Source: an optimization exercise on an open RTL-to-GDS flow (aim: small area). Production flows keep margins and buffers that such runs may drop.
Where RTL was checked, it was by simulation tests only, not by an equivalence proof against the original.
Function not checked in runs 1 to 3: the RTL went through the layout flow alone.
Power figures rest on the tool's default switching activity, not on a simulated workload.

[flow/constraint.sdc]
create_clock -name core_clock -period 10.0 [get_ports {clk}]
set_input_delay 2.0000 -clock core_clock [delete_from_list [all_inputs] [get_ports {clk}]]
set_output_delay 2.0000 -clock core_clock [all_outputs]
set_load 0.01 [all_outputs]
[flow/config.mk]
export PLATFORM = sky130hd
export DESIGN_NAME = i4004_dec
export DESIGN_NICKNAME = i4004_dec
export VERILOG_FILES = /design/flow/design.v
export SDC_FILE = /design/flow/constraint.sdc
export NUM_CORES = 4
export LEC_CHECK = 0
export CAP_MARGIN = 20
export CORE_MARGIN = 2
export CORE_UTILIZATION = 40
export CTS_BUF_LIST = sky130_fd_sc_hd__clkbuf_8
export CTS_CLUSTER_SIZE = 30
export SLEW_MARGIN = 20
[flow/run.sh]
#!/bin/bash
# synth_recipe.tcl (not shown) runs the flow's synth.tcl, then flattens the netlist and writes it again
# the make line also repeats each setting of config.mk as NAME=value (left out here)
make -C /OpenROAD-flow-scripts/flow DESIGN_CONFIG=/design/flow/config.mk WORK_HOME=/design/flow/orfs CLKGATE_MAP_FILE= SYNTH_SCRIPT=/design/flow/synth_recipe.tcl finish
[flow/design.v]
module i4004_dec (
    input  wire        clk,
    input  wire        rst,           
    input  wire [7:0]  prog_byte,     
    input  wire [3:0]  din,           
    input  wire        test,          
    output wire [11:0] fetch_addr,    
    output wire        opcode_next,   
    output reg         ev_valid,      
    output reg         ev_write,      
    output wire [2:0]  ev_kind,       
    output wire [2:0]  ev_bank,       
    output wire [7:0]  ev_data,       
    output reg  [3:0]  acc,
    output reg         cy,
    output wire        fault
);
    localparam PH_START = 3'b000;
    localparam PH_FAULT = 3'b001;
    localparam PH_FIM   = 3'b010;
    localparam PH_FIN   = 3'b011;
    localparam PH_JCN   = 3'b100;
    localparam PH_ISZ   = 3'b101;
    localparam PH_JUN   = 3'b110;
    localparam PH_JMS   = 3'b111;
    reg [2:0]  phase;
    reg [3:0]  stash;              
    reg [3:0]  ev_hi;              
    reg [11:0] pc;
    reg [3:0]  r [0:15];
    reg [11:0] stk [0:3];
    reg [7:0]  sp;                 
    reg [2:0]  bank;
    wire [3:0] opr = prog_byte[7:4];
    wire [3:0] opa = prog_byte[3:0];
    wire ph_start = (phase == PH_START);
    wire ph_pair  = (phase[2:1] == 2'b01);     
    wire ph_fin   = (phase == PH_FIN);
    wire ph_cond  = (phase[2:1] == 2'b10);     
    wire ph_far   = (phase[2:1] == 2'b11);     
    wire ph_jms   = (phase == PH_JMS);
    assign fault       = (phase == PH_FAULT);
    assign opcode_next = (phase[2:1] == 2'b00);
    assign fetch_addr  = {pc[11:8], ph_fin ? {r[0], r[1]} : pc[7:0]};
    wire [3:0] rd_e = r[{opa[3:1], 1'b0}];
    wire [3:0] rd_o = r[{opa[3:1], 1'b1}];
    wire [3:0] rd   = opa[0] ? rd_o : rd_e;
    wire illegal = (opr == 4'h0 && opa != 4'h0) || (prog_byte[7:1] == 7'b1111111);
    wire go      = ph_start && !illegal;
    wire i_jin   = (opr == 4'h3) &&  opa[0];
    wire i_src   = (opr == 4'h2) &&  opa[0];
    wire i_wr    = (opr == 4'hE) && !opa[3];
    wire i_incr  = (opr[3:1] == 3'b011);       
    wire i_xch   = (opr == 4'hB);
    wire i_bbl   = (opr == 4'hC);
    wire i_dcl   = (prog_byte == 8'hFD);
    wire sp_nz   = (sp != 8'd0);
    wire [1:0] sp_m1 = {sp[1] ~^ sp[0], !sp[0]};
    wire [11:0] stk_top = stk[sp_m1];
    function [11:0] inc12;
        input [11:0] x;
        input        ci;
        integer k;
        reg c;
        begin
            c = ci;
            for (k = 0; k < 12; k = k + 1) begin
                inc12[k] = x[k] ^ c;
                c = c & x[k];
            end
        end
    endfunction
    function [3:0] inc4;
        input [3:0] x;
        integer k;
        reg c;
        begin
            c = 1'b1;
            for (k = 0; k < 4; k = k + 1) begin
                inc4[k] = x[k] ^ c;
                c = c & x[k];
            end
        end
    endfunction
    function [7:0] updn8;
        input [7:0] x;
        input       up;
        integer k;
        reg c;
        begin
            c = 1'b1;
            for (k = 0; k < 8; k = k + 1) begin
                updn8[k] = x[k] ^ c;
                c = c & (x[k] ^ !up);
            end
        end
    endfunction
    function [4:0] add4;
        input [3:0] a;
        input [3:0] b;
        input       ci;
        integer k;
        reg c;
        begin
            c = ci;
            for (k = 0; k < 4; k = k + 1) begin
                add4[k] = a[k] ^ b[k] ^ c;
                c = (a[k] & b[k]) | (c & (a[k] ^ b[k]));
            end
            add4[4] = c;
        end
    endfunction
    reg [2:0] ph_nx;
    always @(*) begin
        ph_nx = PH_START;
        if (fault) ph_nx = PH_FAULT;
        else if (ph_start) begin
            if (illegal) ph_nx = PH_FAULT;
            else case (opr)
                4'h1: ph_nx = PH_JCN;
                4'h2: ph_nx = opa[0] ? PH_START : PH_FIM;
                4'h3: ph_nx = opa[0] ? PH_START : PH_FIN;
                4'h4: ph_nx = PH_JUN;
                4'h5: ph_nx = PH_JMS;
                4'h7: ph_nx = PH_ISZ;
                default: ph_nx = PH_START;
            endcase
        end
    end
    always @(posedge clk) begin
        if (rst) phase <= PH_START;
        else     phase <= ph_nx;
    end
    wire st_rd = !opr[3] && opr[1] && (opr[2] || (!opr[0] && opa[0]));
    always @(posedge clk) begin
        stash    <= st_rd ? rd : opa;
        ev_hi    <= rd_e;
        ev_write <= opr[3];
        ev_valid <= !rst && go && (i_src || i_wr);
    end
    assign ev_kind = ev_write ? stash[2:0] : 3'd0;
    assign ev_data = ev_write ? {4'd0, acc} : {ev_hi, stash};
    assign ev_bank = bank;
    wire isz_nz = (stash != 4'hF);
    wire jcn_take = ((stash[2] && acc == 4'd0) || (stash[1] && cy) || (stash[0] && !test)) ^ stash[3];
    wire take     = phase[0] ? isz_nz : jcn_take;
    wire hold = fault || ph_fin || (ph_start && illegal);
    wire [11:0] pci = inc12(pc, !hold);
    reg  [11:0] pc_nx;
    always @(*) begin
        pc_nx = pci;
        if (ph_start) begin
            if (i_jin)                pc_nx[7:0] = {rd_e, rd};
            else if (i_bbl && sp_nz)  pc_nx = stk_top;
        end else if (ph_cond) begin
            if (take)                 pc_nx[7:0] = prog_byte;
        end else if (ph_far) begin
            pc_nx = {stash, prog_byte};
        end
    end
    always @(posedge clk) begin
        if (rst) pc <= 12'd0;
        else     pc <= pc_nx;
    end
    always @(posedge clk) begin
        if (ph_jms) stk[sp[1:0]] <= pci;
    end
    always @(posedge clk) begin
        if (rst)                                        sp <= 8'd0;
        else if (ph_jms || (ph_start && i_bbl && sp_nz)) sp <= updn8(sp, ph_jms);
    end
    always @(posedge clk) begin
        if (rst)                   bank <= 3'd0;
        else if (ph_start && i_dcl) bank <= acc[2:0];
    end
    wire [3:0] wd_s = i_xch ? acc : inc4(rd);
    wire [3:0] wd_e = rst ? 4'd0 : ph_pair ? prog_byte[7:4] : wd_s;
    wire [3:0] wd_o = rst ? 4'd0 : ph_pair ? prog_byte[3:0] : wd_s;
    wire       w_s  = ph_start && (i_incr || i_xch);
    genvar gi;
    generate
        for (gi = 0; gi < 16; gi = gi + 1) begin : g_r
            wire we = rst ||
                      (ph_pair && stash[3:1] == gi[3:1]) ||
                      (w_s && opa == gi[3:0]);
            always @(posedge clk) begin
                if (we) r[gi] <= gi[0] ? wd_o : wd_e;
            end
        end
    endgenerate
    reg  [3:0] ab;
    reg        ac;
    always @(*) begin
        ab = 4'd0; ac = 1'b0;
        case (opr)
            4'h8: begin ab = rd;  ac = cy;  end
            4'h9: begin ab = ~rd; ac = !cy; end
            4'hE: begin
                if (opa[0]) begin ab = din; ac = cy; end    
                else        begin ab = ~din; ac = !cy; end  
            end
            default: begin                                   
                case (opa[1:0])
                    2'b10:   begin ab = 4'd0; ac = 1'b1; end   
                    2'b00:   begin ab = 4'hF; ac = 1'b0; end   
                    default: begin ab = 4'd6; ac = 1'b0; end   
                endcase
            end
        endcase
    end
    wire [4:0] sum = add4(acc, ab, ac);
    function [3:0] kbp;
        input [3:0] x;
        begin
            case (x)
                4'd0: kbp = 4'd0;
                4'd1: kbp = 4'd1;
                4'd2: kbp = 4'd2;
                4'd4: kbp = 4'd3;
                4'd8: kbp = 4'd4;
                default: kbp = 4'hF;
            endcase
        end
    endfunction
    reg [3:0] acc_nx;
    reg       cy_nx;
    always @(*) begin
        acc_nx = acc;
        cy_nx  = cy;
        if (go) begin
            case (opr)
                4'h8, 4'h9: begin acc_nx = sum[3:0]; cy_nx = sum[4]; end
                4'hA, 4'hB: acc_nx = rd;
                4'hC, 4'hD: acc_nx = opa;
                4'hE: begin
                    if (opa[3]) begin
                        if (opa[2:0] == 3'd0 || opa[2:0] == 3'd3) begin
                            acc_nx = sum[3:0]; cy_nx = sum[4];
                        end else acc_nx = din;
                    end
                end
                4'hF: begin
                    case (opa)
                        4'h0: begin acc_nx = 4'd0; cy_nx = 1'b0; end
                        4'h1: cy_nx = 1'b0;
                        4'h2: begin acc_nx = sum[3:0]; cy_nx = sum[4]; end
                        4'h3: cy_nx = !cy;
                        4'h4: acc_nx = ~acc;
                        4'h5: begin acc_nx = {acc[2:0], cy}; cy_nx = acc[3]; end
                        4'h6: begin acc_nx = {cy, acc[3:1]}; cy_nx = acc[0]; end
                        4'h7: begin acc_nx = {3'd0, cy}; cy_nx = 1'b0; end
                        4'h8: begin acc_nx = sum[3:0]; cy_nx = sum[4]; end
                        4'h9: begin acc_nx = cy ? 4'd10 : 4'd9; cy_nx = 1'b0; end
                        4'hA: cy_nx = 1'b1;
                        4'hB: begin
                            if (acc > 4'd9 || cy) begin
                                acc_nx = sum[3:0];
                                cy_nx  = cy | sum[4];
                            end
                        end
                        4'hC: acc_nx = kbp(acc);
                        default: ;
                    endcase
                end
                default: ;
            endcase
        end
    end
    always @(posedge clk) begin
        if (rst) begin
            acc <= 4'd0;
            cy  <= 1'b0;
        end else begin
            acc <= acc_nx;
            cy  <= cy_nx;
        end
    end
endmodule
==> results by group, run 1 <==
Status
  • Outcome: timing/DRC/antenna clean

Cells and area
  • Filler cell count: 1841
  • Final instance area: 9184 um^2
  • Layout overhead on the synthesized area: 12.61%
  • Most frequent cells in the layout: 112 x edfxtp_1, 49 x nand2_1, 48 x o21ai_0
  • Final Util: 45.68%
  • Nets: 779
  • Commonest non-fill, non-tap cell in the layout: edfxtp_1
  • Ant diodes: 0
  • Share of cells above drive strength 1: 12.57%

Global routing
  • Congestion Overflow GR: 0
  • Global-route wire length before repair: 36110 um
  • Overall routing resource usage: 22.15%
  • Initial antenna violation count: 0
  • Largest net degree at the start of global routing: 56
  • Vias in the first global route: 5901

CTS
  • Root buf cell: clkbuf_8
  • # resized after CTS: 0
  • Post-CTS Setup Repair Bufs: 0
  • CTS sink count: 153
  • Num CTS Buffers: 17
  • CTS tree: yes
  • Clock H-tree levels: 4
  • CTS Hold Bufs: 0
  • Clock Latency Late Sink: 0.48 ns
  • Clock Tree Buf Depth: 2
  • Clock-pin slew on the worst setup and hold paths: 0.11 ns

Route
  • Initial DRC count: 801
  • Drt pass-1 iters: 6
  • Top sig layer: met4
  • Vias: 6051
  • Routed wire length: 23640 um
  • WL/cell: 23.04 um
  • Vias per cell: 5.898
  • Final ANT Viol Nets: 0
  • Met2 Wirelength: 11040 um
  • Routed length on met3: 1531 um
  • DRC Markers: 0
  • Met1 WL: 10620 um

Floorplanning
  • Initial core utilization: 40.57%
  • I/O pin count: 50
  • Area of the die: 21550 um^2
  • Die span in x: 146.8 um
  • Die H: 146.8 um
  • Core Region: 20100 um^2
  • FP Rows: 52

Yosys
  • Post-synth EDFFs: 112
  • Top_reg_cell synth: edfxtp_1
  • Seq cells post-synth: 153
  • YS warnings: 2
  • Post-synth ARST share: 0%
  • Synthesized area: 8155 um^2
  • Syn Area/Cell: 11.23 um^2
  • Mapped Nets: 762
  • Synth Instances: 726
  • Synth unique cells: 72
  • Post-synthesis sequential area ratio: 51.30%

Pwr
  • Pwr Total: 1.543 mW
  • Worst IR drop on VDD: 0.0001052 V
  • Leak: 3.276 nW
  • Power density cells: 168.0 nW/um^2

Min path
  • Hold Crit Start: bank[0]
  • Hold Path Depth: 2
  • Hold Path Class: flop to flop
  • Hold Crit Endpoint: bank[0]

Timing
  • Final hold vios: 0
  • Slew Viols, Final: 0
  • Rel. slew slack: 28.17%
  • Setup TNS: 0 ns
  • Achievable Freq: 0.1462 GHz
  • Unrepaired setup endpoints after global routing: no
  • Min cycle time layout: 6.840 ns
  • Final setup viols: 0
  • Worst-Margin Slew: 1.068 ns
  • Period utilization: 68.40%
  • Clock Skew: 0.01914 ns

Critical path
  • Crit. End Element: flop
  • Startpoint Class: input pin
  • Crit Path Max Fanout: 26
  • Flop-to-flop setup slack: 5.71 ns
  • Critical path data arrival time: 7.22 ns
  • R2R cell count: 15
  • Worst reg2reg path endpoint: acc[3]
  • Setup CP Type: input pin to flop
  • Worst EP required: 10.38 ns
  • Worst reg2reg startpoint: r[13][0]

Placed design
  • Post-detail-place hpwl: 16690 um
  • Placed cell area: 8775 um^2
  • Gpl congestion: 0.9189
  • PortBufs: 49

Job
  • Maxcap violations: 0
## flip-flops by register name, indices dropped and copies added, names as in the netlist
name and flops:
sp 8, stash 4, phase 3, pc 12, bank 3, ev_valid 1, cy 1, acc 4
ev_hi 4, stk 48, r 64, ev_write 1
## layout make-up
cell class | count | area, um^2 | share of cell area, %
Clock inverter | 15 | 175.2 | 1.907
Sequential cell | 153 | 4184 | 45.56
Timing Repair Buffer | 57 | 540.5 | 5.886
Tap cell | 270 | 337.8 | 3.678
Multi-Input combinational cell | 492 | 3630 | 39.52
Clock buffer | 17 | 234.0 | 2.548
Inverter | 22 | 82.58 | 0.8992
## worst max path at each step
stage	startpoint	endpoint	slack, ns
floorplan	prog_byte[3]	acc[3]	4.13
global placement	prog_byte[2]	acc[3]	2.91
detailed placement	prog_byte[2]	acc[3]	2.74
CTS	prog_byte[2]	acc[3]	3.25
global route	prog_byte[2]	acc[3]	2.83
finish	prog_byte[2]	acc[3]	3.16
## critical path, stage by stage
cell,delay [ns]
clkdlybuf4s50_1,0.86
buf_4,0.43
mux2i_1,0.23
o221ai_1,0.16
a211oi_1,0.55
nor2_2,0.17
xnor2_1,0.17
o221ai_1,0.17
fa_1,0.42
fa_1,0.40
inv_1,0.08
fa_1,0.16
inv_1,0.05
fa_1,0.48
a2111oi_0,0.44
o221ai_1,0.17
a32o_1,0.23
## cell usage after synthesis (all sizes together), types with 3 or more instances
master | n | area, um^2
a21oi | 37 | 185.2
nor4 | 12 | 75.07
inv | 21 | 78.83
nor3 | 7 | 35.03
nand2b | 14 | 87.58
fa | 4 | 80.08
a22o | 3 | 26.28
o211ai | 6 | 45.04
xor2 | 9 | 78.83
nand2 | 49 | 183.9
edfxtp | 112 | 3363
xnor2 | 8 | 70.07
a32o | 4 | 40.04
nand4 | 4 | 25.02
a221oi | 5 | 43.79
ha | 17 | 212.7
mux2 | 24 | 270.3
o31ai | 3 | 36.28
mux2i | 33 | 330.3
or3 | 3 | 18.77
and2 | 9 | 56.30
nor2b | 20 | 125.1
a22oi | 4 | 30.03
nand3 | 16 | 80.08
o221ai | 6 | 52.55
or2 | 4 | 25.02
o21ai | 52 | 275.3
a31oi | 6 | 37.54
mux4 | 14 | 315.3
a311oi | 4 | 35.03
a211oi | 13 | 97.59
dfxtp | 41 | 820.8
nor2 | 48 | 182.7
o22ai | 6 | 37.54
a221o | 3 | 30.03
clkbuf | 29 | 108.9
a21boi | 3 | 22.52
o22a | 3 | 26.28
and3 | 4 | 25.02
buf | 30 | 156.4
a21o | 6 | 45.04
## report_power, final
part	internal (mW)	leakage, nW	switching, mW
Sequential	0.742	1.43	0.0350
Clock	0.212	0.207	0.279
Combinational	0.111	1.64	0.164
## layer usage
metal | vias up | GRT usage (%)
met5 | - | 0
met4 | 0 | 5.485
met3 | 30 | 4.441
met2 | 264 | 35.07
met1 | 2982 | 31.44
li1 | 2775 | -
## kinds of logic after synthesis
family / synth area share (%)
compound gates: 15.34
mux: 11.23
buf+inv: 4.265
xor+xnor: 1.826
flops: 51.30
simple gates: 12.44
fa+ha+maj: 3.590
## per-stage QoR
| step | worst slack (ns) | hold WS, ns | instances |
|---|---|---|---|
| 4_1_cts | 3.249 | 0.5175 | 1026 |
| 6_report | 3.160 | 0.5080 | 1026 |
| 2_1_floorplan | 4.133 | 0.4804 | 726 |
| 5_1_grt | 2.827 | 0.5259 | 1026 |
| 3_5_place_dp | 2.736 | 0.4855 | 994 |
| 3_3_place_gp | 2.907 | 0.4784 | 994 |
==> run 2: changes to the inputs <==
--- a/flow/config.mk
+++ b/flow/config.mk
@@ -9,5 +9,4 @@
 export CORE_MARGIN = 2
 export CORE_UTILIZATION = 40
 export CTS_BUF_LIST = sky130_fd_sc_hd__clkbuf_8
-export CTS_CLUSTER_SIZE = 30
 export SLEW_MARGIN = 20
==> run 2 against run 1 <==
Effect of this change: power did not move; hold slack unchanged; cell area did not move; sequential cell count did not move; global-route usage stayed put; first-iteration DRC count unchanged; synthesized cell count unchanged; utilization stayed put; combinational power about the same; routed wire length stayed put; synthesized area is the same.
==> results by group, run 2 <==
Route
  • DRC Markers: 0 (unchanged)
  • Initial DRC count: 801 (unchanged)
  • Vias per cell: 5.898 (unchanged)
  • WL/cell: 23.04 um (unchanged)
  • Drt pass-1 iters: 6 (unchanged)
  • Vias: 6051 (unchanged)
  • Final ANT Viol Nets: 0 (unchanged)
  • Routed wire length: 23640 um (unchanged)

Pwr
  • Worst IR drop on VDD: 0.0001052 V (unchanged)
  • Internal: 1.065 mW (unchanged)
  • Leak: 3.276 nW (unchanged)
  • Combinational Power Share: 17.9% (about the same)
  • Power density cells: 168.0 nW/um^2 (unchanged)
  • Switching Fraction: 30.97% (unchanged)
  • Sequential share of power: 50.3% (about the same)
  • Clock share of power: 31.8% (about the same)
  • Switch Pwr: 0.4779 mW (unchanged)

Cells and area
  • Ant diodes: 0 (unchanged)
  • Max reg flops: 64 (unchanged)
  • Share of cells above drive strength 1: 12.57% (unchanged)
  • Reg with most FFs: r (unchanged)
  • Most frequent cells in the layout: 112 x edfxtp_1, 49 x nand2_1, 48 x o21ai_0 (unchanged)
  • Final instance area: 9184 um^2 (unchanged)
  • Layout overhead on the synthesized area: 12.61% (unchanged)
  • Commonest non-fill, non-tap cell in the layout: edfxtp_1 (unchanged)
  • Reg area: 4184 um^2 (unchanged)
  • Filler cell count: 1841 (unchanged)
  • Nets: 779 (unchanged)
  • Area of the multi-input gates: 3630 um^2 (unchanged)

Yosys
  • Seq cells post-synth: 153 (unchanged)
  • Largest family of logic cells by synthesized area: compound AO/OA/AOI/OAI gates (unchanged)
  • Most frequent cell after synthesis: edfxtp_1 (unchanged)
  • Post-synthesis compound-gate area fraction: 15.34% (unchanged)
  • Largest area contributor in the netlist: edfxtp_1 (unchanged)
  • Synth unique cells: 72 (unchanged)
  • Post-synth EDFFs: 112 (unchanged)
  • Synth Instances: 726 (unchanged)
  • Simple-gate share of the synthesized area: 12.44% (unchanged)
  • YS warnings: 2 (unchanged)
  • Top_reg_cell synth: edfxtp_1 (unchanged)
  • Mapped Nets: 762 (unchanged)
  • Synthesized area: 8155 um^2 (unchanged)
  • Largest cells by area after synthesis: edfxtp_1 41%, dfxtp_1 10%, mux2i_1 4.1% (unchanged)
  • Synth top area share: 41.24% (unchanged)
  • Post-Synth Adder-Cell Area: 3.590% (unchanged)
  • Syn Area/Cell: 11.23 um^2 (unchanged)
  • Post-synth ARST share: 0% (unchanged)
  • Post-synthesis sequential area ratio: 51.30% (unchanged)
  • Multiplexer share of the synthesized area: 11.23% (unchanged)
  • Most frequent cells after synthesis: 112 x edfxtp_1, 49 x nand2_1, 48 x o21ai_0 (unchanged)
  • Synth Area in XOR/XNOR: 1.826% (unchanged)

Timing
  • Achievable Freq: 0.1462 GHz (unchanged)
  • Min Hold Slack: 0.5080 ns (unchanged)
  • Slew Viols, Final: 0 (unchanged)
  • Period utilization: 68.40% (unchanged)
  • Setup TNS: 0 ns (unchanged)
  • Unrepaired setup endpoints after global routing: no (unchanged)
  • Rel. slew slack: 28.17% (unchanged)
  • Setup WS post-layout: 3.160 ns (unchanged)
  • Worst-Margin Slew: 1.068 ns (unchanged)
  • Final setup viols: 0 (unchanged)
  • Final hold vios: 0 (unchanged)
  • Clock Skew: 0.01914 ns (unchanged)
  • Min cycle time layout: 6.840 ns (unchanged)

Global routing
  • Congestion Overflow GR: 0 (unchanged)
  • Vias in the first global route: 5901 (unchanged)
  • Largest net degree at the start of global routing: 56 (unchanged)
  • Overall routing resource usage: 22.15% (unchanged)
  • Global-route wire length before repair: 36110 um (unchanged)
  • Initial antenna violation count: 0 (unchanged)

Critical path
  • CP most frequent cell: fa_1 (unchanged)
  • Slowest CP cell: clkdlybuf4s50_1 (unchanged)
  • Crit-path cells: clkdlybuf4s50_1, buf_4, mux2i_1, o221ai_1, a211oi_1, nor2_2, xnor2_1, o221ai_1, fa_1, fa_1, inv_1, fa_1, inv_1, fa_1, a2111oi_0, o221ai_1, a32o_1 (unchanged)
  • CP Buf/Inv Count: 4 (unchanged)
  • Top Family by Delay on Critical Path: compound AO/OA/AOI/OAI gates (unchanged)
  • Startpoint Class: input pin (unchanged)
  • Crit-path max cell delay: 0.86 ns (about the same)
  • Worst EP required: 10.38 ns (about the same)
  • Crit Path Max Fanout: 26 (unchanged)
  • Setup CP Type: input pin to flop (unchanged)
  • Critical path data arrival time: 7.22 ns (about the same)
  • Crit. End Element: flop (unchanged)

CTS
  • CTS sink count: 153 (unchanged)
  • Clock Latency Late Sink: 0.48 ns (about the same)
  • CTS Hold Bufs: 0 (unchanged)
  • CTS tree: yes (unchanged)
  • Clock-pin slew on the worst setup and hold paths: 0.11 ns (about the same)
  • Clock H-tree levels: 4 (unchanged)
  • Root buf cell: clkbuf_8 (unchanged)
  • Post-CTS Setup Repair Bufs: 0 (unchanged)
  • Num CTS Buffers: 17 (unchanged)
  • # resized after CTS: 0 (unchanged)
  • Clock Tree Buf Depth: 2 (unchanged)

Floorplanning
  • Core Region: 20100 um^2 (unchanged)
  • Initial core utilization: 40.57% (unchanged)
  • Die span in x: 146.8 um (unchanged)
  • I/O pin count: 50 (unchanged)
  • FP Rows: 52 (unchanged)
  • Die H: 146.8 um (unchanged)
  • Area of the die: 21550 um^2 (unchanged)

Placed design
  • Pre-CTS setup slack: 2.736 ns (unchanged)
  • PortBufs: 49 (unchanged)
  • Gpl congestion: 0.9189 (unchanged)
  • Post-detail-place hpwl: 16690 um (unchanged)
  • Placed cell area: 8775 um^2 (unchanged)

Min path
  • Hold Path Class: flop to flop (unchanged)

Job
  • Maxcap violations: 0 (unchanged)

Status
  • Outcome: timing/DRC/antenna clean (unchanged)
run 2: through the flow:
| stage | cells | power, mW | util, % |
|---|---|---|---|
| final | 1026 | 1.543 | 45.68 |
| after floorplan | 726 | 0.9475 | - |
| after CTS | 1026 | 1.549 | 45.68 |
| after detailed placement | 994 | 1.063 | 43.65 |
| after global placement | 994 | 1.062 | 43.61 |
| after global routing | 1026 | 1.605 | 45.68 |
run 2: layout make-up:
cell class	count	share of cell area [%]
clock inverters	15	1.907
repair buffers	57	5.886
multi-input cells	492	39.52
inverters	22	0.8992
flip-flops and latches	153	45.56
well taps	270	3.678
clock buffers	17	2.548
run 2: power groups by stage:
| stage | Sequential (mW) | Clock [mW] | Combinational (mW) |
|---|---|---|---|
| 3_3_place_gp | 0.790 | 0 | 0.272 |
| 3_5_place_dp | 0.790 | 0 | 0.273 |
| 6_report | 0.777 | 0.490 | 0.276 |
| 5_1_grt | 0.781 | 0.526 | 0.297 |
| 4_1_cts | 0.776 | 0.499 | 0.274 |
| 2_1_floorplan | 0.768 | 0 | 0.180 |
run 2: worst paths after layout:
path,from,end,slack [ns],depth (start not counted)
worst min register to register,bank[0],bank[0],0.51,2
worst max-delay path,prog_byte[2],acc[3],3.16,17
worst max register to register,r[13][0],acc[3],5.71,15
worst min-delay path,bank[0],bank[0],0.51,2
run 2: cells by family after synthesis:
group | Yosys count
buffers and inverters | 81
xor gates and xnor gates | 17
AOI/OAI and AO/OA | 182
muxes | 71
and+or+nand+nor | 201
DFF | 153
adders and majority gates | 21
run 2: worst min-delay path: stages (launching register included):
cell	delay (ns)
dfxtp_1	0.34
mux2i_1	0.07
nor2_1	0.07
run 2: layer usage:
metal / share of wire [%] / vias up / GRT usage [%] / routed length, um
met5: 0 / - / 0 / 0
met4: 1.9 / 0 / 5.485 / 442
met3: 6.5 / 30 / 4.441 / 1531
met2: 47 / 264 / 35.07 / 11040
met1: 45 / 2982 / 31.44 / 10620
li1: - / 2775 / - / -
==> run 3: changes to the inputs <==
==> flow/flow/run.sh (new file) <==
#!/bin/bash
# Own layout flow: the standard flow (standard.sh) with two changes:
#  * synthesis maps the logic with an area-oriented ABC script (abc_area.script,
#    used in place of ORFS's abc_speed.script); everything else in synthesis,
#    including the registers, is the standard synthesis;
#  * the port buffers that global placement inserts are sky130_fd_sc_hd__buf_1.
# Each step's full output goes to a log file in this folder (and ORFS's own
# logs under orfs/logs).
set -euo pipefail
W=$(pwd)
mkdir -p sdir
cp -r "$FLOW_HOME"/scripts/. sdir/
cp flow/abc_area.script sdir/abc_speed.script
SCRIPTS_DIR="$W/sdir" bash standard.sh synth > synth.log 2>&1
BUFFER_PORTS_ARGS="-buffer_cell sky130_fd_sc_hd__buf_1" bash standard.sh > layout.log 2>&1
==> flow/flow/abc_area.script (new file) <==
strash
dch -f
amap
==> flow/standard.sh (new file) <==
#!/bin/bash
# synth_recipe.tcl (not shown) runs the flow's synth.tcl, then flattens the netlist and writes it again
# the make line also repeats each setting of config.mk as NAME=value (left out here)
make -C /OpenROAD-flow-scripts/flow DESIGN_CONFIG=/design/flow/config.mk WORK_HOME=/design/flow/orfs CLKGATE_MAP_FILE= SYNTH_SCRIPT=/design/flow/synth_recipe.tcl "${@:-finish}"
removed: flow/run.sh
==> run 3 against run 2 <==
Effect of this change: cell area is 9.5% lower; via count is 3.4% higher; sequential power is 0.5% lower; cell count hardly changed; worst setup slack worse by 0.18 ns; critical path type unchanged; largest power group unchanged.
==> results by group, run 3 <==
Placed design
  • Placed cell area: 7940 um^2 (was 8775 um^2)
  • Gpl congestion: 0.9360 (was 0.9189)
  • Post-detail-place hpwl: 16200 um (was 16690 um)
  • PortBufs: 49 (unchanged)

Cells and area
  • Nets: 819 (was 779)
  • Most frequent cells in the layout: 113 x nor2_1, 112 x edfxtp_1, 75 x clkinv_1 (was 112 x edfxtp_1, 49 x nand2_1, 48 x o21ai_0)
  • Final instance area: 8315 um^2 (was 9184 um^2)
  • Ant diodes: 0 (unchanged)
  • Commonest non-fill, non-tap cell in the layout: nor2_1 (was edfxtp_1)
  • Max reg flops: 64 (unchanged)
  • Reg with most FFs: r (unchanged)
  • Share of cells above drive strength 1: 5.528% (was 12.57%)
  • Layout overhead on the synthesized area: 12.45% (was 12.61%)

Min path
  • Hold Path Class: flop to flop (unchanged)

Timing
  • Achievable Freq: 0.1425 GHz (was 0.1462 GHz)
  • Worst-Margin Slew: 0.8368 ns (was 1.068 ns)
  • Rel. slew slack: 43.62% (was 28.17%)
  • Min Hold Slack: 0.4680 ns (was 0.5080 ns)
  • Final setup viols: 0 (unchanged)
  • Min cycle time layout: 7.016 ns (was 6.840 ns)
  • Clock Skew: 0.01488 ns (was 0.01914 ns)
  • Final hold vios: 0 (unchanged)
  • Period utilization: 70.16% (was 68.40%)
  • Setup TNS: 0 ns (unchanged)
  • Unrepaired setup endpoints after global routing: no (unchanged)
  • Slew Viols, Final: 0 (unchanged)

Global routing
  • Vias in the first global route: 5986 (was 5901)
  • Initial antenna violation count: 0 (unchanged)
  • Largest net degree at the start of global routing: 34 (was 56)
  • Global-route wire length before repair: 34090 um (was 36110 um)
  • Overall routing resource usage: 22.62% (was 22.15%)
  • Congestion Overflow GR: 0 (unchanged)

Yosys
  • Largest cells by area after synthesis: edfxtp_1 45%, dfxtp_1 11%, nor2_1 5.7% (was edfxtp_1 41%, dfxtp_1 10%, mux2i_1 4.1%)
  • YS warnings: 2 (unchanged)
  • Post-synthesis sequential area ratio: 56.58% (was 51.30%)
  • Largest area contributor in the netlist: edfxtp_1 (unchanged)
  • Synthesized area: 7395 um^2 (was 8155 um^2)
  • Post-synth EDFFs: 112 (unchanged)
  • Most frequent cells after synthesis: 113 x nor2_1, 112 x edfxtp_1, 74 x clkinv_1 (was 112 x edfxtp_1, 49 x nand2_1, 48 x o21ai_0)
  • Mapped Nets: 741 (was 762)
  • Synth Instances: 705 (was 726)
  • Syn Area/Cell: 10.49 um^2 (was 11.23 um^2)
  • Most frequent cell after synthesis: nor2_1 (was edfxtp_1)
  • Seq cells post-synth: 153 (unchanged)
  • Top_reg_cell synth: edfxtp_1 (unchanged)
  • Post-synth ARST share: 0% (unchanged)
  • Synth top area share: 45.48% (was 41.24%)
  • Synth unique cells: 39 (was 72)

Floorplanning
  • Die span in x: 140.0 um (was 146.8 um)
  • Initial core utilization: 41.02% (was 40.57%)
  • Area of the die: 19590 um^2 (was 21550 um^2)
  • FP Rows: 49 (was 52)
  • I/O pin count: 50 (unchanged)
  • Core Region: 18020 um^2 (was 20100 um^2)
  • Die H: 140.0 um (was 146.8 um)

Route
  • Final ANT Viol Nets: 0 (unchanged)
  • WL/cell: 21.65 um (was 23.04 um)
  • Drt pass-1 iters: 6 (unchanged)
  • Routed wire length: 22190 um (was 23640 um)
  • DRC Markers: 0 (unchanged)
  • Initial DRC count: 667 (was 801)
  • Vias per cell: 6.104 (was 5.898)
  • Vias: 6257 (was 6051)

CTS
  • CTS tree: yes (unchanged)
  • CTS Hold Bufs: 0 (unchanged)
  • Post-CTS Setup Repair Bufs: 0 (unchanged)
  • Clock H-tree levels: 4 (unchanged)
  • Clock-pin slew on the worst setup and hold paths: 0.09 ns (was 0.11 ns)
  • Clock Tree Buf Depth: 2 (unchanged)
  • Clock Latency Late Sink: 0.46 ns (was 0.48 ns)
  • # resized after CTS: 0 (unchanged)
  • CTS sink count: 153 (unchanged)
  • Num CTS Buffers: 17 (unchanged)
  • Root buf cell: clkbuf_8 (unchanged)

Critical path
  • Crit. End Element: flop (unchanged)
  • Startpoint Class: input pin (unchanged)
  • Crit Path Max Fanout: 11 (was 26)
  • Critical path data arrival time: 7.36 ns (was 7.22 ns)
  • Worst EP required: 10.35 ns (was 10.38 ns)
  • Setup CP Type: input pin to flop (unchanged)

Pwr
  • Worst IR drop on VDD: 0.00009290 V (was 0.0001052 V)
  • Leak: 2.762 nW (was 3.276 nW)
  • Power density cells: 178.1 nW/um^2 (was 168.0 nW/um^2)

Job
  • Maxcap violations: 0 (unchanged)

Status
  • Outcome: timing/DRC/antenna clean (unchanged)
[run 3: layout make-up]
type                    count  area [um^2]
fillers                  1773         9709
flip-flops and latches    153         4184
multi-input cells         474         2903
repair buffers             63        289.0
well taps                 229        286.5
inverters                  74        277.8
clock buffers              17        234.0
clock inverters            15        141.4
[run 3: critical path, cell delays in order]
cell and delay [ns]:
buf_1 0.42, clkinv_1 0.34, nand2_1 0.17, clkinv_1 0.26, a222oi_1 0.32, o2111ai_1 0.24
o21ai_0 0.62, clkinv_1 0.26, a2111oi_0 0.45, a21oi_1 0.10, fa_1 0.38, clkinv_1 0.07
fa_1 0.16, clkinv_1 0.08, fa_1 0.46, clkinv_1 0.09, nor2_1 0.05, nor3_1 0.18
a21oi_1 0.08, a2111oi_0 0.38, nor2_1 0.07, a21oi_1 0.12, nor2_1 0.05
[run 3: path summary, 6_finish.rpt]
path / from / endpoint / slack (ns) / depth (start not counted)
setup reg to reg: r[8][1] / acc[3] / 5.34 / 19
setup / recovery: prog_byte[1] / acc[3] / 2.98 / 23
hold / removal: sp[7] / sp[7] / 0.47 / 1
hold reg to reg: sp[7] / sp[7] / 0.47 / 1
[run 3: power breakdown]
group          internal (mW)  leakage, nW  total [mW]  switching, mW
Sequential             0.743         1.46       0.773         0.0295
Combinational         0.0799         1.11       0.255          0.175
Clock                  0.202        0.190       0.453          0.251
[run 3: metal layers]
| layer | global-route usage, % | part of all wire (%) |
|---|---|---|
| met1 | 29.97 | 43 |
| met2 | 37.38 | 48 |
| met3 | 4.171 | 6.1 |
| met4 | 8.105 | 2.9 |
| met5 | 0 | 0 |
[run 3: through the flow]
stage / instances / power [mW] / worst slack, ns / utilization, %
floorplan: 705 / 0.9327 / 3.693 / -
global placement: 993 / 1.034 / 2.607 / 44.05
detailed placement: 993 / 1.037 / 2.495 / 44.05
CTS: 1025 / 1.487 / 2.996 / 46.13
global route: 1025 / 1.540 / 2.605 / 46.13
finish: 1025 / 1.481 / 2.984 / 46.13
[run 3: cells by family (layout without fill, tap and decap cells)]
logic type	after synthesis	after routing	synth area share [%]
fa+ha+maj	21	21	3.959
buf+inv	78	169	4.163
compound gates	267	267	24.79
simple gates	186	186	10.51
flops	153	153	56.58
==> run 4: changes to the inputs <==
--- a/flow/design.v
+++ b/flow/design.v
@@ -10,7 +10,7 @@
     output reg         ev_write,      
     output wire [2:0]  ev_kind,       
     output wire [2:0]  ev_bank,       
-    output wire [7:0]  ev_data,       
+    output reg  [7:0]  ev_data,       
     output reg  [3:0]  acc,
     output reg         cy,
     output wire        fault
@@ -25,7 +25,6 @@
     localparam PH_JMS   = 3'b111;
     reg [2:0]  phase;
     reg [3:0]  stash;              
-    reg [3:0]  ev_hi;              
     reg [11:0] pc;
     reg [3:0]  r [0:15];
     reg [11:0] stk [0:3];
@@ -55,61 +54,8 @@
     wire i_bbl   = (opr == 4'hC);
     wire i_dcl   = (prog_byte == 8'hFD);
     wire sp_nz   = (sp != 8'd0);
-    wire [1:0] sp_m1 = {sp[1] ~^ sp[0], !sp[0]};
+    wire [1:0] sp_m1 = sp[1:0] - 2'd1;
     wire [11:0] stk_top = stk[sp_m1];
-    function [11:0] inc12;
-        input [11:0] x;
-        input        ci;
-        integer k;
-        reg c;
-        begin
-            c = ci;
-            for (k = 0; k < 12; k = k + 1) begin
-                inc12[k] = x[k] ^ c;
-                c = c & x[k];
-            end
-        end
-    endfunction
-    function [3:0] inc4;
-        input [3:0] x;
-        integer k;
-        reg c;
-        begin
-            c = 1'b1;
-            for (k = 0; k < 4; k = k + 1) begin
-                inc4[k] = x[k] ^ c;
-                c = c & x[k];
-            end
-        end
-    endfunction
-    function [7:0] updn8;
-        input [7:0] x;
-        input       up;
-        integer k;
-        reg c;
-        begin
-            c = 1'b1;
-            for (k = 0; k < 8; k = k + 1) begin
-                updn8[k] = x[k] ^ c;
-                c = c & (x[k] ^ !up);
-            end
-        end
-    endfunction
-    function [4:0] add4;
-        input [3:0] a;
-        input [3:0] b;
-        input       ci;
-        integer k;
-        reg c;
-        begin
-            c = ci;
-            for (k = 0; k < 4; k = k + 1) begin
-                add4[k] = a[k] ^ b[k] ^ c;
-                c = (a[k] & b[k]) | (c & (a[k] ^ b[k]));
-            end
-            add4[4] = c;
-        end
-    endfunction
     reg [2:0] ph_nx;
     always @(*) begin
         ph_nx = PH_START;
@@ -131,21 +77,19 @@
         if (rst) phase <= PH_START;
         else     phase <= ph_nx;
     end
-    wire st_rd = !opr[3] && opr[1] && (opr[2] || (!opr[0] && opa[0]));
-    always @(posedge clk) begin
-        stash    <= st_rd ? rd : opa;
-        ev_hi    <= rd_e;
+    always @(posedge clk) begin
+        stash    <= opa;
         ev_write <= opr[3];
+        ev_data  <= opr[3] ? {4'd0, acc} : {rd_e, rd};
         ev_valid <= !rst && go && (i_src || i_wr);
     end
     assign ev_kind = ev_write ? stash[2:0] : 3'd0;
-    assign ev_data = ev_write ? {4'd0, acc} : {ev_hi, stash};
     assign ev_bank = bank;
-    wire isz_nz = (stash != 4'hF);
+    wire isz_nz = (ev_data[3:0] != 4'hF);
     wire jcn_take = ((stash[2] && acc == 4'd0) || (stash[1] && cy) || (stash[0] && !test)) ^ stash[3];
     wire take     = phase[0] ? isz_nz : jcn_take;
     wire hold = fault || ph_fin || (ph_start && illegal);
-    wire [11:0] pci = inc12(pc, !hold);
+    wire [11:0] pci = pc + {11'd0, !hold};
     reg  [11:0] pc_nx;
     always @(*) begin
         pc_nx = pci;
@@ -166,14 +110,15 @@
         if (ph_jms) stk[sp[1:0]] <= pci;
     end
     always @(posedge clk) begin
-        if (rst)                                        sp <= 8'd0;
-        else if (ph_jms || (ph_start && i_bbl && sp_nz)) sp <= updn8(sp, ph_jms);
+        if (rst)                              sp <= 8'd0;
+        else if (ph_jms)                      sp <= sp + 8'd1;
+        else if (ph_start && i_bbl && sp_nz)  sp <= sp - 8'd1;
     end
     always @(posedge clk) begin
         if (rst)                   bank <= 3'd0;
         else if (ph_start && i_dcl) bank <= acc[2:0];
     end
-    wire [3:0] wd_s = i_xch ? acc : inc4(rd);
+    wire [3:0] wd_s = i_xch ? acc : rd + 4'd1;
     wire [3:0] wd_e = rst ? 4'd0 : ph_pair ? prog_byte[7:4] : wd_s;
     wire [3:0] wd_o = rst ? 4'd0 : ph_pair ? prog_byte[3:0] : wd_s;
     wire       w_s  = ph_start && (i_incr || i_xch);
@@ -208,7 +153,7 @@
             end
         endcase
     end
-    wire [4:0] sum = add4(acc, ab, ac);
+    wire [4:0] sum = {1'b0, acc} + {1'b0, ab} + {4'd0, ac};
     function [3:0] kbp;
         input [3:0] x;
         begin
==> flow/run.sh (new file) <==
#!/bin/bash
# synth_recipe.tcl (not shown) runs the flow's synth.tcl, then flattens the netlist and writes it again
# the make line also repeats each setting of config.mk as NAME=value (left out here)
make -C /OpenROAD-flow-scripts/flow DESIGN_CONFIG=/design/flow/config.mk WORK_HOME=/design/flow/orfs CLKGATE_MAP_FILE= SYNTH_SCRIPT=/design/flow/synth_recipe.tcl finish
--- a/flow/config.mk
+++ b/flow/config.mk
@@ -8,5 +8,4 @@
 export CAP_MARGIN = 20
 export CORE_MARGIN = 2
 export CORE_UTILIZATION = 40
-export CTS_BUF_LIST = sky130_fd_sc_hd__clkbuf_8
 export SLEW_MARGIN = 20
removed: flow/flow/run.sh
removed: flow/flow/abc_area.script
removed: flow/standard.sh
==> run 4 against run 3 <==
Effect of this change: still clean; hold slack improved by 0.027 ns; fmax increased by 21%; sequential cell count increased by 4; critical path depth decreased by 9; global-route usage decreased by 1.1 points; sequential power increased by 3.0%; utilization decreased by 0.23 points; first-iteration DRC count decreased by 4.3%; critical path type unchanged; largest cell class unchanged; highest routed layer unchanged.
==> results by group, run 4 <==
Status
  • Outcome: timing/DRC/antenna clean (unchanged)

Placed design
  • Pre-CTS setup slack: 3.814 ns (was 2.495 ns)
  • PortBufs: 49 (unchanged)
  • Gpl congestion: 0.9433 (was 0.9360)
  • Placed cell area: 9001 um^2 (was 7940 um^2)
  • Post-detail-place hpwl: 16260 um (was 16200 um)

Min path
  • Hold Path Depth: 2 (was 1)
  • Hold Path Class: flop to flop (unchanged)

Critical path
  • Crit-path max cell delay: 0.98 ns (was 0.62 ns)
  • R2R cell count: 14 (was 19)
  • Crit Path Max Fanout: 20 (was 11)
  • Setup CP Type: input pin to flop (unchanged)
  • Top Family by Delay on Critical Path: compound AO/OA/AOI/OAI gates (unchanged)
  • Worst EP required: 10.34 ns (was 10.35 ns)
  • Crit. End Element: flop (unchanged)
  • Number of gates on the worst path with buffers counted: 14 (was 23)
  • Critical path data arrival time: 6.13 ns (was 7.36 ns)
  • Slowest CP cell: clkdlybuf4s50_1 (was o21ai_0)
  • CP Buf/Inv Count: 1 (was 7)
  • Crit-path cells: clkdlybuf4s50_1, nand2_1, nor2_1, nor3_1, o21ai_0, o211ai_1, fa_1, fa_1, nand3_1, o21ai_0, a221oi_1, o21a_1, o211ai_1, a32o_1 (was buf_1, clkinv_1, nand2_1, clkinv_1, a222oi_1, o2111ai_1, o21ai_0, clkinv_1, a2111oi_0, a21oi_1, fa_1, clkinv_1, fa_1, clkinv_1, fa_1, clkinv_1, nor2_1, nor3_1, a21oi_1, a2111oi_0, nor2_1, a21oi_1, nor2_1)
  • Startpoint Class: input pin (unchanged)

Cells and area
  • Max reg flops: 64 (unchanged)
  • Nets: 822 (was 819)
  • Reg with most FFs: r (unchanged)
  • Layout overhead on the synthesized area: 13.83% (was 12.45%)
  • Final instance area: 9559 um^2 (was 8315 um^2)
  • Share of cells above drive strength 1: 9.988% (was 5.528%)
  • Final Util: 45.91% (was 46.13%)
  • Commonest non-fill, non-tap cell in the layout: edfxtp_1 (was nor2_1)
  • Most frequent cells in the layout: 112 x edfxtp_1, 65 x nand2_1, 64 x nor2_1 (was 113 x nor2_1, 112 x edfxtp_1, 75 x clkinv_1)
  • Ant diodes: 0 (unchanged)

CTS
  • Num CTS Buffers: 17 (unchanged)
  • CTS Hold Bufs: 0 (unchanged)
  • Clock Latency Late Sink: 0.44 ns (was 0.46 ns)
  • Root buf cell: clkbuf_16 (was clkbuf_8)
  • CTS tree: yes (unchanged)
  • Clock Tree Buf Depth: 2 (unchanged)
  • # resized after CTS: 0 (unchanged)
  • CTS sink count: 157 (was 153)
  • Post-CTS Setup Repair Bufs: 0 (unchanged)
  • Clock-pin slew on the worst setup and hold paths: 0.07 ns (was 0.09 ns)
  • Clock H-tree levels: 4 (unchanged)

Route
  • WL/cell: 21.62 um (was 21.65 um)
  • Drt pass-1 iters: 5 (was 6)
  • Final ANT Viol Nets: 0 (unchanged)
  • Vias per cell: 5.919 (was 6.104)
  • Routed wire length: 23270 um (was 22190 um)
  • Vias: 6369 (was 6257)
  • DRC Markers: 0 (unchanged)
  • Initial DRC count: 638 (was 667)

Timing
  • Min cycle time layout: 5.794 ns (was 7.016 ns)
  • Min Hold Slack: 0.4951 ns (was 0.4680 ns)
  • Unrepaired setup endpoints after global routing: no (unchanged)
  • Setup WS post-layout: 4.206 ns (was 2.984 ns)
  • Final setup viols: 0 (unchanged)
  • Period utilization: 57.94% (was 70.16%)
  • Final hold vios: 0 (unchanged)
  • Setup TNS: 0 ns (unchanged)
  • Rel. slew slack: 29.56% (was 43.62%)
  • Worst-Margin Slew: 1.048 ns (was 0.8368 ns)
  • Achievable Freq: 0.1726 GHz (was 0.1425 GHz)
  • Clock Skew: 0.01028 ns (was 0.01488 ns)
  • Slew Viols, Final: 0 (unchanged)

Floorplanning
  • Core Region: 20820 um^2 (was 18020 um^2)
  • Die H: 148.9 um (was 140.0 um)
  • Initial core utilization: 40.33% (was 41.02%)
  • FP Rows: 53 (was 49)
  • I/O pin count: 50 (unchanged)
  • Die span in x: 148.9 um (was 140.0 um)
  • Area of the die: 22170 um^2 (was 19590 um^2)

Global routing
  • Largest net degree at the start of global routing: 56 (was 34)
  • Overall routing resource usage: 21.52% (was 22.62%)
  • Global-route wire length before repair: 36140 um (was 34090 um)
  • Congestion Overflow GR: 0 (unchanged)
  • Busiest grt layer: met2 (unchanged)
  • Vias in the first global route: 6296 (was 5986)
  • M1 GR Usage: 28.57% (was 29.97%)
  • Met2 Track Usage GR: 35.39% (was 37.38%)
  • Met3 GRT Util: 4.190% (was 4.171%)
  • Initial antenna violation count: 0 (unchanged)

Yosys
  • Largest area contributor in the netlist: edfxtp_1 (unchanged)
  • Largest cells by area after synthesis: edfxtp_1 40%, dfxtp_1 11%, mux4_2 4.3% (was edfxtp_1 45%, dfxtp_1 11%, nor2_1 5.7%)
  • Synthesized area: 8398 um^2 (was 7395 um^2)
  • Synth Instances: 770 (was 705)
  • Most frequent cells after synthesis: 112 x edfxtp_1, 65 x nand2_1, 64 x nor2_1 (was 113 x nor2_1, 112 x edfxtp_1, 74 x clkinv_1)
  • Synth unique cells: 77 (was 39)
  • Mapped Nets: 804 (was 741)
  • Most frequent cell after synthesis: edfxtp_1 (was nor2_1)
  • Synth top area share: 40.05% (was 45.48%)
  • Syn Area/Cell: 10.91 um^2 (was 10.49 um^2)
  • Seq cells post-synth: 157 (was 153)
  • Post-synth ARST share: 0% (unchanged)
  • YS warnings: 2 (unchanged)
  • Post-synth EDFFs: 112 (unchanged)
  • Post-synthesis sequential area ratio: 50.77% (was 56.58%)
  • Top_reg_cell synth: edfxtp_1 (unchanged)

Job
  • Maxcap violations: 0 (unchanged)

Pwr
  • Worst IR drop on VDD: 0.0001415 V (was 0.00009290 V)
  • Power density cells: 175.8 nW/um^2 (was 178.1 nW/um^2)
  • Leak: 3.365 nW (was 2.762 nW)
-- run 4: cell count changes in the layout (fill, tap and decap cells not counted), moves of 17 or more --
cell             before  now
clkinv_1             75    4
o22ai_1              64    6
clkbuf_16             0   17
a22oi_1              34    5
nor2_1              113   64
mux2i_1               0   24
nand2_1              28   65
clkbuf_8             17    0
clkdlybuf4s50_1       0   46
buf_1                49    0
-- run 4: area by class of cell --
cell class	count	area, um^2
clock inverter	15	132.6
inverter	17	63.81
timing repair buffer	59	550.5
tap	275	344.1
sequential	157	4264
multi-input combinational	536	3779
fill	1940	11260
clock buffer	17	425.4
-- run 4: metrics by stage --
| stage | cells | power, mW |
|---|---|---|
| global route | 1076 | 1.749 |
| detailed placement | 1044 | 1.078 |
| floorplan | 770 | 0.9712 |
| global placement | 1044 | 1.072 |
| CTS | 1076 | 1.689 |
| finish | 1076 | 1.681 |
-- run 4: final timing paths --
check	start	endpoint	slack, ns
setup reg to reg	r[1][0]	acc[1]	6.09
hold / removal	bank[1]	bank[1]	0.50
setup / recovery	prog_byte[6]	acc[1]	4.21
hold reg to reg	bank[1]	bank[1]	0.50
-- run 4: worst min-delay path, delay by kind of cell (launching register included) --
kind               cells  cell delay (ns)
DFF                    1             0.33
and+or+nand+nor        1             0.07
AOI/OAI and AO/OA      1             0.06
-- run 4: routing by layer --
| metal | vias up | routed length (um) | share of wire (%) |
|---|---|---|---|
| li1 | 2947 | - | - |
| met1 | 3152 | 10120 | 43 |
| met2 | 237 | 11320 | 49 |
| met3 | 33 | 1410 | 6.1 |
| met4 | 0 | 418 | 1.8 |
| met5 | - | 0 | 0 |
-- run 4: cell families after synthesis --
| logic type | count (synthesis) | share of synthesized area, % |
|---|---|---|
| and+or+nand+nor | 244 | 14.36 |
| DFF | 157 | 50.77 |
| adders and majority gates | 20 | 3.218 |
| xor gates and xnor gates | 26 | 2.711 |
| AOI/OAI and AO/OA | 193 | 15.72 |
| buffers and inverters | 77 | 4.231 |
| muxes | 53 | 8.984 |
-- run 4: report_power, final --
group / switching, mW / total, mW / internal [mW]
clock: 0.288 / 0.613 / 0.326
combinational: 0.161 / 0.271 / 0.111
sequential: 0.0371 / 0.796 / 0.759

[static timing again, ports no longer ideal]
How much do the figures lean on ideal ports? The routed layouts below were timed once more, with nothing changed but the port constraints. Step 1, drivers: a clkbuf_16 drives clk and a buf_2 each remaining input, both assumed. Step 2 times the ports against the registers' clock, not the clock port: input delays grow and output delays shrink by t, the midpoint of the rising clock arrivals with the driver on. a / b / c = ideal / step 1 / step 2; a / b = the first two.
| run | shift t [ns] | setup WS [ns] | worst setup path after step 2 | worst slew at a driven data input, ns | pins driven straight from the clock port |
|---|---|---|---|---|---|
| run 1 | 0.506 | 3.160 / 3.176 / 2.670 | input to register | 0.03 | 1 |
| run 2 | 0.506 | 3.160 / 3.176 / 2.670 | input to register | 0.03 | 1 |
| run 3 | 0.493 | 2.984 / 2.999 / 2.505 | input to register | 0.04 | 1 |
| run 4 | 0.477 | 4.206 / 4.224 / 3.746 | input to register | 0.03 | 1 |
After both steps setup and hold are still met in every run listed.
